Context: an optimization exercise on an open-source flow, tuned for a short achievable clock period and few clock cycles. The choices shown serve that exercise and are no tape-out recipe. The RTL was checked by simulation tests, not by an equivalence proof against the original design. Power is estimated from default activity; no workload was simulated.

## run.sh

```bash
#!/bin/bash
# synth_recipe.tcl (not shown) runs the flow's synth.tcl, then flattens the netlist and writes it again
# the make line also repeats each setting of config.mk as NAME=value (left out here)
make -C /OpenROAD-flow-scripts/flow DESIGN_CONFIG=/design/flow/config.mk WORK_HOME=/design/flow/orfs CLKGATE_MAP_FILE= SYNTH_SCRIPT=/design/flow/synth_recipe.tcl finish
```

## config.mk

```make
export PLATFORM = sky130hd
export DESIGN_NAME = beebc_core
export DESIGN_NICKNAME = beebc_core
export VERILOG_FILES = /design/flow/design.v
export SDC_FILE = /design/flow/constraint.sdc
export NUM_CORES = 4
export LEC_CHECK = 0
export ABC_CLOCK_PERIOD_IN_PS = 1500
export CAP_MARGIN = 20
export CORE_MARGIN = 2
export CORE_UTILIZATION = 30
export SETUP_SLACK_MARGIN = 2.5
export SLEW_MARGIN = 20
export TNS_END_PERCENT = 100
```

## constraint.sdc

```tcl
create_clock -name core_clock -period 5.0 [get_ports {clk}]
set_input_delay 1.0000 -clock core_clock [delete_from_list [all_inputs] [get_ports {clk}]]
set_output_delay 1.0000 -clock core_clock [all_outputs]
set_load 0.01 [all_outputs]
```

## design.v

```verilog
module beebc_decoder (
    input  wire [3:0] opcode,
    output wire       is_lda,
    output wire       is_alu,    
    output wire       is_sub,
    output wire       is_sta,
    output wire       is_ldi,
    output wire       is_jmp,
    output wire       is_jc,
    output wire       is_jz,
    output wire       is_out,
    output wire       is_hlt
);
    assign is_lda = (opcode == 4'd1);
    assign is_alu = (opcode == 4'd2) | (opcode == 4'd3);
    assign is_sub = (opcode == 4'd3);
    assign is_sta = (opcode == 4'd4);
    assign is_ldi = (opcode == 4'd5);
    assign is_jmp = (opcode == 4'd6);
    assign is_jc  = (opcode == 4'd7);
    assign is_jz  = (opcode == 4'd8);
    assign is_out = (opcode == 4'd14);
    assign is_hlt = (opcode == 4'd15);
endmodule
module beebc_core (
    input  wire       clk,
    input  wire       rst,         
    output wire [3:0] mem_addr,
    input  wire [7:0] mem_rdata,
    output wire [7:0] mem_wdata,
    output wire       mem_we,
    output wire [7:0] out,
    output wire       out_strobe,
    output wire       halted
);
    reg  [7:0] xir;
    reg        xv;          
    reg  [7:0] bop;         
    reg        bv;          
    reg  [7:0] fir;
    reg        fv;          
    reg  [3:0] fpc;
    reg  [7:0] a;
    reg  [7:0] alu;
    reg  [7:0] out_r;
    reg        cf;
    reg        zf;
    reg        halted_r;    
    reg        halted_o;    
    reg        out_valid;   
    reg  [7:0] mc [0:15];
    reg [15:0] mv;
    reg  [3:0] pa;          
    reg        pwe;         
    reg        p_opnd;      
    reg        p_fill;      
    wire run = ~halted_r;
    wire rd  = ~pwe;
    wire [3:0] xn = xir[3:0];
    wire x_lda, x_alu, x_sub, x_sta, x_ldi, x_jmp, x_jc, x_jz, x_out, x_hlt;
    beebc_decoder u_dx (
        .opcode (xir[7:4]),
        .is_lda (x_lda), .is_alu (x_alu), .is_sub (x_sub), .is_sta (x_sta),
        .is_ldi (x_ldi), .is_jmp (x_jmp), .is_jc  (x_jc),  .is_jz  (x_jz),
        .is_out (x_out), .is_hlt (x_hlt)
    );
    wire x_exec  = run & xv & ~((x_lda | x_alu) & ~bv) & ~(x_hlt & out_valid);
    wire advance = run & (~xv | x_exec);    
    wire [8:0] sum   = {1'b0, a} + {1'b0, bop};
    wire [8:0] dif   = {1'b0, a} - {1'b0, bop};
    wire       ovf   = x_sub ? dif[8] : sum[8];
    wire [7:0] r     = x_sub ? dif[7:0] : sum[7:0];
    wire       z_new = x_sub ? (a == bop) : ((a == 8'h00) & (bop == 8'h00));
    wire [7:0] alu_next = ovf ? alu : r;
    wire       x_flags = x_exec & x_alu;
    wire       cf_n  = x_flags ? ovf   : cf;
    wire       zf_n  = x_flags ? z_new : zf;
    wire       f_fill = ~fv & p_fill;
    wire       jv     = fv | f_fill;
    wire [7:0] jir    = fv ? fir : mem_rdata;
    wire [3:0] jn     = jir[3:0];
    wire j_lda, j_alu, j_sub, j_sta, j_ldi, j_jmp, j_jc, j_jz, j_out, j_hlt;
    beebc_decoder u_dj (
        .opcode (jir[7:4]),
        .is_lda (j_lda), .is_alu (j_alu), .is_sub (j_sub), .is_sta (j_sta),
        .is_ldi (j_ldi), .is_jmp (j_jmp), .is_jc  (j_jc),  .is_jz  (j_jz),
        .is_out (j_out), .is_hlt (j_hlt)
    );
    wire j_taken = j_jmp | (j_jc & cf_n) | (j_jz & zf_n);
    wire [3:0] fpc1 = fpc + 4'd1;
    wire [3:0] fpc2 = fpc + 4'd2;
    wire [3:0] jn1  = jn + 4'd1;
    wire       m1_w = pwe & (xn == jn);
    wire       m1_r = rd & (pa == jn);
    wire [7:0] m1   = m1_w ? a : (mv[jn] ? mc[jn] : mem_rdata);
    wire       m1ok = m1_w | mv[jn] | m1_r;
    wire       m2_w = pwe & (xn == fpc1);
    wire       m2_r = rd & (pa == fpc1);
    wire [7:0] m2   = m2_w ? a : (mv[fpc1] ? mc[fpc1] : mem_rdata);
    wire       m2ok = m2_w | mv[fpc1] | m2_r;
    wire halt_nx = halted_r | (x_exec & x_hlt);
    wire outv_nx = x_exec & x_out;
    wire       jd_sta  = j_sta & ~halt_nx;
    wire       jd_opnd = (j_lda | j_alu) & ~m1ok;
    wire [3:0] pf_t    = mv[jn1]  ? jn1 + 4'd1 : jn1;
    wire [3:0] pf_n    = mv[fpc2] ? fpc2 + 4'd1 : fpc2;
    wire [3:0] pa_t    = (jd_sta | jd_opnd) ? jn : (~m1ok ? jn   : pf_t);
    wire [3:0] pa_n    = (jd_sta | jd_opnd) ? jn : (~m2ok ? fpc1 : pf_n);
    wire       fill_t  = ~(jd_sta | jd_opnd) & ~m1ok;
    wire       fill_n  = ~(jd_sta | jd_opnd) & ~m2ok;
    wire       j_self  = j_sta & (jn == fpc1);
    wire       fv_h    = fv | f_fill;
    wire       hd_sta  = xv & x_sta & ~halt_nx;
    wire       hd_opnd = xv & (x_lda | x_alu) & ~bv & ~p_opnd;
    wire [3:0] pf_h    = mv[fpc1] ? fpc2 : fpc1;
    reg  [3:0] pa_nx;
    reg        pwe_nx, opnd_nx, fill_nx;
    always @(*) begin
        pa_nx = fpc; pwe_nx = 1'b0; opnd_nx = 1'b0; fill_nx = 1'b0;
        if (advance & jv) begin
            pwe_nx  = jd_sta;
            opnd_nx = jd_opnd;
            pa_nx   = j_taken ? pa_t : pa_n;
            fill_nx = j_taken ? fill_t : fill_n;
        end else if (advance) begin
            pa_nx   = fpc;
            fill_nx = 1'b1;
        end else begin
            if (hd_sta | hd_opnd) begin
                pa_nx   = xn;
                pwe_nx  = hd_sta;
                opnd_nx = hd_opnd;
            end else if (~fv_h) begin
                pa_nx   = fpc;
                fill_nx = 1'b1;
            end else
                pa_nx   = pf_h;
        end
    end
    always @(posedge clk) begin
        if (rst) begin
            mv <= 16'h0000;
        end else if (run) begin
            if (pwe)
                mc[pa] <= a;
            else
                mc[pa] <= mem_rdata;
            mv[pa] <= 1'b1;
        end
    end
    always @(posedge clk) begin
        if (rst) begin
            xv       <= 1'b0;
            fv       <= 1'b0;
            fpc      <= 4'h0;
            a        <= 8'h00;
            alu      <= 8'h00;
            out_r    <= 8'h00;
            cf       <= 1'b0;
            zf       <= 1'b0;
            halted_r <= 1'b0;
            halted_o <= 1'b0;
            out_valid <= 1'b0;
            pa       <= 4'h0;
            pwe      <= 1'b0;
            p_opnd   <= 1'b0;
            p_fill   <= 1'b1;
        end else begin
            out_valid <= outv_nx;
            if (run) begin
                pa     <= pa_nx;
                pwe    <= pwe_nx;
                p_opnd <= opnd_nx;
                p_fill <= fill_nx;
                if (advance) begin
                    xir <= jir;
                    xv  <= jv;
                    bop <= m1;
                    bv  <= m1ok;
                    if (jv) begin
                        fir <= j_taken ? m1 : m2;
                        fv  <= j_taken ? m1ok : (m2ok & ~j_self);
                        fpc <= j_taken ? jn : fpc1;
                    end
                    halted_o <= halt_nx | (jv & j_hlt & ~outv_nx);
                end else begin
                    if (p_opnd) begin
                        bop <= mem_rdata;
                        bv  <= 1'b1;
                    end
                    if (f_fill) begin
                        fir <= mem_rdata;
                        fv  <= 1'b1;
                    end
                    halted_o <= halt_nx | (xv & x_hlt & ~outv_nx);
                end
            end
            if (x_exec) begin
                if (x_lda) a <= bop;
                if (x_ldi) a <= {4'h0, xn};
                if (x_alu) begin
                    a   <= alu_next;
                    alu <= alu_next;
                    cf  <= ovf;
                    zf  <= z_new;
                end
                if (x_out) out_r <= a;
                if (x_hlt) halted_r <= 1'b1;
            end
        end
    end
    assign mem_addr   = pa;
    assign mem_wdata  = a;
    assign mem_we     = pwe;
    assign out        = out_r;
    assign out_strobe = out_valid;
    assign halted     = halted_o;
endmodule
```

==> flow_metrics.env, run 1 <==
export IMPL_slew_violations=0
export IMPL_start_util_pct=30.18
export IMPL_syn_area_per_cell_um2=10.43
export IMPL_setup_tns_ps=0
export IMPL_clk_insertion_delay_late_ps=540
export IMPL_wire_per_inst_um=22.67
export IMPL_async_flop_share_pct=0
export IMPL_status="no timing/DRC/antenna violations"
export IMPL_finClkSkew_ps=14.74
export IMPL_fill_cells=3855
export IMPL_crit_path_start_kind="register"
export IMPL_io_pins=33
export IMPL_critical_path_class="register to register"
export IMPL_fmax_ghz=0.3101
export IMPL_rsz0062_at_grt="yes"
export IMPL_post_dp_cell_area_um2=13660
export IMPL_grt_usage_pct=18.54
export IMPL_p_leak_nw=6.171
export IMPL_yosysTopAreaCell="edfxtp_1"
export IMPL_seq_area_frac_synth_pct=45.78
export IMPL_ir_drop_v=0.0002852
export IMPL_drt_total_wl_mm=43.37
export IMPL_stdcell_area_um2=17100
export IMPL_cp_cell_sequence="ha_2 -> inv_2 -> fa_2 -> or3_4 -> a311oi_2 -> o221a_2 -> nor4b_4 -> and2_4 -> o2bb2ai_4 -> buf_12 -> buf_4 -> mux2_4 -> a21oi_2"
export IMPL_routabilityCongestion=0.8633
export IMPL_max_slew_margin_rel_pct=39.16
export IMPL_n_antenna_cell=0
export IMPL_tightest_slew_ps=911.4
export IMPL_cts_made_buffers=24
export IMPL_cp_num_buf_inv=3
export IMPL_period_minus_slack_ps=3225
export IMPL_fin_ws_ps=1775
export IMPL_synth_area_top_cells="edfxtp_1 (37%), mux4_2 (9.3%), dfxtp_1 (9.2%)"
export IMPL_hp_class="register to register"
export IMPL_die_x_um=208.7
export IMPL_syn_inst=1206
export IMPL_hold_violations=0
export IMPL_seqCellArea_um2=5811
export IMPL_arrival_ps=3610
export IMPL_yosysWarnings=1
export IMPL_setup_viol=0
export IMPL_whs_ps=489.4
export IMPL_grt_pass1_vias=10480
export IMPL_h_tree_depth=1
export IMPL_fin_cells=1913
export IMPL_synth_edf_count=153
export IMPL_yosysTopAreaCellShare_pct=36.54
export IMPL_grt_overflow=0
export IMPL_cts_buffer_depth=3
export IMPL_dp_hpwl_mm=25.46
export IMPL_die_area_um2=43560
export IMPL_multi_input_area_um2=7358
export IMPL_die_h_um=208.7
export IMPL_drtIter0Drc=1266
export IMPL_io_buffers=32
export IMPL_syn_nets=1246
export IMPL_critPathMaxStageDelay_ps=370
export IMPL_cp_required_ps=5380
export IMPL_syn_area_um2=12570
export IMPL_num_rows=75
export IMPL_crit_fanout=7
export IMPL_path_clk_slew_ps=60
export IMPL_pre_cts_ws_ps=870.3
export IMPL_grt_max_degree=62
export IMPL_synth_cell_types=80
export IMPL_grt_pass1_wl_mm=63.81
export IMPL_cts_tree="built"
export IMPL_powerDensity_nw_per_um2=504.3
export IMPL_dr_total_vias=11140
export IMPL_crit_path_top_delay_cell="edfxtp_1"
export IMPL_cts_sink_count=211
export IMPL_layout_common_cells="nand2_1 (163), edfxtp_1 (153), buf_4 (101), nor2_1 (100), a21oi_1 (57)"
export IMPL_avgViaCountPerCell=5.823
export IMPL_critical_path_top_delay_family="compound AO/OA/AOI/OAI gates"
export IMPL_cap_violations=0
export IMPL_dpl_cell_count=1719
export IMPL_nets=1397
export IMPL_crit_path_end_kind="register"
export IMPL_final_common_cell="nand2_1"
export IMPL_synthFlopType="edfxtp_1"
export IMPL_cts_root_buffer="clkbuf_16"
export IMPL_ys_seq_elements=211
export IMPL_core_um2=41670
export IMPL_final_core_util_pct=41.04
export IMPL_postRouteAntennaNets=0
export IMPL_syn_to_final_growth_pct=35.99
export IMPL_power_mw=8.623
export IMPL_drive_above_1_share_pct=35.59
export IMPL_antenna_found_initial=0
export IMPL_dr_pass1_iters=6
export IMPL_drcViolationCount=0
export IMPL_timing_final_crit_share_pct=64.50
cell type report:
type,count,share of cell area [%]
inverters,38,0.9293
repair buffers,206,13.63
flip-flops and latches,211,33.98
multi-input cells,876,43.03
well taps,539,3.944
clock inverters,14,0.8635
clock buffers,29,3.622
Yosys cell counts, types with 11 or more instances:
cell,instances
a211oi_1,13
a21oi_1,79
a221oi_1,11
a311o_1,15
a311oi_1,19
and3_1,19
buf_1,17
buf_2,18
clkbuf_1,48
dfxtp_1,58
edfxtp_1,153
ha_1,28
inv_1,36
mux2_2,22
mux2i_1,42
mux4_2,52
nand2_1,177
nand3_1,54
nand4_1,11
nor2_1,117
nor3_1,23
o21ai_0,20
xnor2_1,26
cell families after synthesis:
family | count (synthesis) | share of synthesized area [%]
xor gates and xnor gates | 33 | 2.358
AOI/OAI and AO/OA | 224 | 12.58
DFF | 211 | 45.78
adders and majority gates | 30 | 3.105
buffers and inverters | 124 | 3.970
muxes | 118 | 14.92
and+or+nand+nor | 466 | 17.30
per-layer routing:
| metal | GRT usage [%] | vias to the layer above | part of all wire [%] |
|---|---|---|---|
| met2 | 31.75 | 638 | 49 |
| met4 | 6.010 | 0 | 3.6 |
| met1 | 24.46 | 5542 | 39 |
| met5 | 0 | - | 0 |
| met3 | 2.164 | 112 | 7.8 |
| li1 | - | 4847 | - |
tightest hold or removal path, cell delays in order, from the launching register on:
cell      delay (ps)
dfxtp_1          310
inv_1             50
a221oi_1          70
final timing paths:
path                         start                    end  slack (ps)  cells after the start
max               bop[0]$_DFFE_PP_       fir[5]$_DFFE_PP_        1770                     13
min          halted_o$_SDFFE_PP0N_  halted_o$_SDFFE_PP0N_         490                      2
max reg2reg       bop[0]$_DFFE_PP_       fir[5]$_DFFE_PP_        1770                     13
min reg2reg  halted_o$_SDFFE_PP0N_  halted_o$_SDFFE_PP0N_         490                      2
sequential cells by signal (all words and copies together) (netlist names), 4 cells and up:
register	flops
alu	8
fir	8
a	8
bop	8
xir	8
out_r	8
pa	4
mc	128
fpc	4
mv	16
report_power, final:
group / internal (mW) / switching (mW)
Clock: 0.991 / 0.747
Combinational: 2.12 / 2.29
Sequential: 2.18 / 0.287
Total: 5.30 / 3.33
what timing repair did:
action | CTS | global route
setup buffers | 86 | 43
cloned | 15 | 7
hold buffers | 0 | 0
pin swaps | 52 | 74
endpoints found under the setup margin | 233 | 136
resized for setup | 173 | 127
Testbench counts, summed over its fixed seeds: cycles 26,379.
==> inputs of run 2 (changes only) <==
==> config.mk (replaced) <==
export PLATFORM = sky130hd
export DESIGN_NAME = beebc_core
export DESIGN_NICKNAME = beebc_core
export VERILOG_FILES = /design/flow/design.v
export SDC_FILE = /design/flow/constraint.sdc
export NUM_CORES = 4
export LEC_CHECK = 0
export ABC_CLOCK_PERIOD_IN_PS = 2000
export CAP_MARGIN = 20
export CORE_MARGIN = 2
export CORE_UTILIZATION = 40
export SETUP_SLACK_MARGIN = 3.0
export SLEW_MARGIN = 20
==> flow_metrics.env, run 2 <==
export IMPL_status="no timing/DRC/antenna violations"
export IMPL_cts_made_buffers=25
export IMPL_top_regs="mc (128), mv (16)"
export IMPL_powerDensity_nw_per_um2=506.8
export IMPL_p_leak_nw=6.483
export IMPL_clk_insertion_delay_late_ps=550
export IMPL_grt_overflow=0
export IMPL_nets=1443
export IMPL_yosysMostFrequentCell="nand2_1"
export IMPL_die_area_um2=32870
export IMPL_synth_top_family_by_area="simple AND/OR/NAND/NOR gates"
export IMPL_drtIter0Drc=1014
export IMPL_layout_common_cells="nand2_1 (166), edfxtp_1 (153), buf_4 (120), nor2_1 (97), a21oi_1 (69)"
export IMPL_largest_register_ffs=128
export IMPL_h_tree_depth=1
export IMPL_yosysTopAreaCell="edfxtp_1"
export IMPL_cts_tree="built"
export IMPL_period_minus_slack_ps=3161
export IMPL_final_common_cell="nand2_1"
export IMPL_dr_total_vias=11130
export IMPL_post_dp_cell_area_um2=13720
export IMPL_met1_usage_pct=32.93
export IMPL_crit_path_top_delay_cell="edfxtp_1"
export IMPL_hp_class="register to register"
export IMPL_grt_max_degree=36
export IMPL_reg2reg_to="fir[5]$_DFFE_PP_"
export IMPL_synth_area_top_cells="edfxtp_1 (37%), mux4_2 (9.3%), dfxtp_1 (9.2%)"
export IMPL_whs_endpoint="out_r[3]$_SDFFE_PP0P_"
export IMPL_grt_pass1_wl_mm=65.62
export IMPL_largest_register="mc"
export IMPL_crit_path_end_kind="register"
export IMPL_stdcell_area_um2=17720
export IMPL_start_util_pct=40.89
export IMPL_grt_usage_pct=25.91
export IMPL_dp_hpwl_mm=24.27
export IMPL_worstHoldPathCells=2
export IMPL_synthMuxAreaShare_pct=14.92
export IMPL_hold_violations=0
export IMPL_syn_nets=1246
export IMPL_drive_above_1_share_pct=40.30
export IMPL_timing_final_crit_share_pct=63.23
export IMPL_r2r_cells=11
export IMPL_yosys_area_share_simple_pct=17.30
export IMPL_postRouteAntennaNets=0
export IMPL_synth_xor_xnor_area_share_pct=2.358
export IMPL_async_flop_share_pct=0
export IMPL_arrival_ps=3530
export IMPL_cts_sink_count=211
export IMPL_pre_cts_ws_ps=514.0
export IMPL_die_h_um=181.3
export IMPL_die_x_um=181.3
export IMPL_setup_viol=0
export IMPL_use_met2_pct=44.77
export IMPL_fin_ws_ps=1839
export IMPL_antenna_found_initial=0
export IMPL_routabilityCongestion=0.8752
export IMPL_finClkSkew_ps=14.08
export IMPL_rsz0062_at_grt="yes"
export IMPL_ys_seq_elements=211
export IMPL_hold_path_startpoint="out_r[3]$_SDFFE_PP0P_"
export IMPL_drt_total_wl_mm=43.70
export IMPL_synth_adder_area_share_pct=3.105
export IMPL_yosysTopAreaCellShare_pct=36.54
export IMPL_seq_area_frac_synth_pct=45.78
export IMPL_syn_area_per_cell_um2=10.43
export IMPL_io_pins=33
export IMPL_ir_drop_v=0.0002920
export IMPL_fmax_ghz=0.3163
export IMPL_cts_root_buffer="clkbuf_16"
export IMPL_core_um2=30750
export IMPL_slew_violations=0
export IMPL_cp_required_ps=5370
export IMPL_crit_fanout=14
export IMPL_setup_tns_ps=0
export IMPL_n_antenna_cell=0
export IMPL_avgViaCountPerCell=6.121
export IMPL_synth_compound_area_share_pct=12.58
export IMPL_cts_buffer_depth=3
export IMPL_synth_cell_types=80
export IMPL_yosysWarnings=1
export IMPL_synth_edf_count=153
export IMPL_drcViolationCount=0
export IMPL_grt_use_met3_pct=3.911
export IMPL_critical_path_top_delay_family="compound AO/OA/AOI/OAI gates"
export IMPL_syn_to_final_growth_pct=40.94
export IMPL_power_mw=8.980
export IMPL_num_rows=64
export IMPL_path_clk_slew_ps=50
export IMPL_critical_path_class="register to register"
export IMPL_io_buffers=32
export IMPL_synthFlopType="edfxtp_1"
export IMPL_critPathMaxStageDelay_ps=440
export IMPL_crit_reg2reg_launch="bop[3]$_DFFE_PP_"
export IMPL_syn_inst=1206
export IMPL_grt_busiest_layer="met2"
export IMPL_cap_violations=0
export IMPL_syn_area_um2=12570
export IMPL_regToRegSetupSlack_ps=1840
export IMPL_max_slew_margin_rel_pct=44.02
export IMPL_grt_pass1_vias=10970
export IMPL_dr_pass1_iters=5
export IMPL_tightest_slew_ps=828.0
export IMPL_ys_top_cells_by_count="nand2_1 (177), edfxtp_1 (153), nor2_1 (117), a21oi_1 (79), dfxtp_1 (58)"
export IMPL_crit_path_start_kind="register"
export IMPL_cp_cell_sequence="inv_1 -> ha_2 -> or3_4 -> a311oi_4 -> o221a_4 -> nor4b_4 -> and2_4 -> o2bb2ai_4 -> buf_12 -> mux2_2 -> a21oi_1"
export IMPL_cp_num_buf_inv=2
export IMPL_wire_per_inst_um=24.04
-- run 2: repair_timing --
action                                  CTS  global route
endpoints found under the hold margin     0             0
endpoints found under the setup margin  376           204
resized for setup                       291           110
cloned                                   18             2
hold buffers                              0             0
pin swaps                                56            43
setup buffers                           123            56
-- run 2: kinds of logic (layout without fill, tap and decap cells) --
kind of cell,count (synthesis),count (layout)
buffers and inverters,124,336
XOR/XNOR,33,33
multiplexers,118,118
AO/OA/AOI/OAI,224,226
AND/OR/NAND/NOR,466,468
flip-flops,211,211
adder cells (fa/ha/maj),30,30
-- run 2: power by group --
group | internal [mW] | leakage (nW) | switching [mW]
registers | 2.18 | 1.90 | 0.247
clock network | 1.02 | 0.400 | 0.767
logic | 2.35 | 4.18 | 2.41
total | 5.56 | 6.48 | 3.42
-- run 2: how the worst max path moves through the flow --
stage               cells after the start            endpoint             start
finish                                 11    fir[5]$_DFFE_PP_  bop[3]$_DFFE_PP_
global route                           11    fir[5]$_DFFE_PP_  bop[3]$_DFFE_PP_
CTS                                    13  pa[3]$_SDFFE_PP0N_  bop[0]$_DFFE_PP_
detailed placement                     11    fir[6]$_DFFE_PP_      mem_rdata[1]
global placement                       11    fir[6]$_DFFE_PP_      mem_rdata[1]
floorplan                              14  pa[0]$_SDFFE_PP0N_      mem_rdata[0]
-- run 2: through the flow --
step | util [%] | instances | hold WS [ps]
final | 57.63 | 1818 | 478.2
after detailed placement | 44.60 | 1573 | 481.0
after CTS | 54.33 | 1760 | 482.0
after floorplan | - | 1206 | 452.0
after global placement | 44.60 | 1573 | 469.7
after global routing | 57.63 | 1818 | 500.7
-- run 2: routing by layer --
layer	share of wire, %	vias up
li1	-	4953
met1	39	5546
met2	49	504
met3	7.8	125
met4	4.1	0
met5	0	-
-- run 2: area by class of cell --
| class | count | area [um2] |
|---|---|---|
| clock buffer | 36 | 729.5 |
| clock inverter | 10 | 67.56 |
| fill | 2399 | 13030 |
| inverter | 38 | 168.9 |
| multi-input combinational | 875 | 7521 |
| sequential | 211 | 5824 |
| tap | 396 | 495.5 |
| timing repair buffer | 249 | 2888 |
| timing repair inverter | 3 | 26.28 |
-- run 2: worst min-delay path: stages, from the launching register on --
cell and delay [ps]:
dfxtp_2 320, mux2i_1 50, nor2_1 70

separate check: timing with driven ports:
The results above use ideal ports. As a check the final layouts listed here were re-extracted and re-timed, cells and wires unchanged. Step 1 assumes that a clkbuf_16 drives the clock port and a buf_2 every other input. Step 2 moves the port delays by t, midway between the first and last clock arrival at a register: inputs arrive t later, outputs are due t later. That takes back most of the time a late clock gives input paths. a / b / c = ideal / step 1 / step 2; a / b = the first two.
run | t, ns | setup slack, ns | worst setup path at the end | latest minus earliest clock arrival (ns) | cell pins on the clock port's net
run 1 | 0.587 | 1.775 / 1.775 / 1.307 | input to register | 0.015 / 0.015 | 1
run 2 | 0.597 | 1.839 / 1.839 / 1.411 | input to register | 0.014 / 0.015 | 1
After both steps every run listed still meets setup and hold. The setup slack of run 1, which loses most, moves by 0.000 ns with the drivers and by -0.468 ns with both steps.
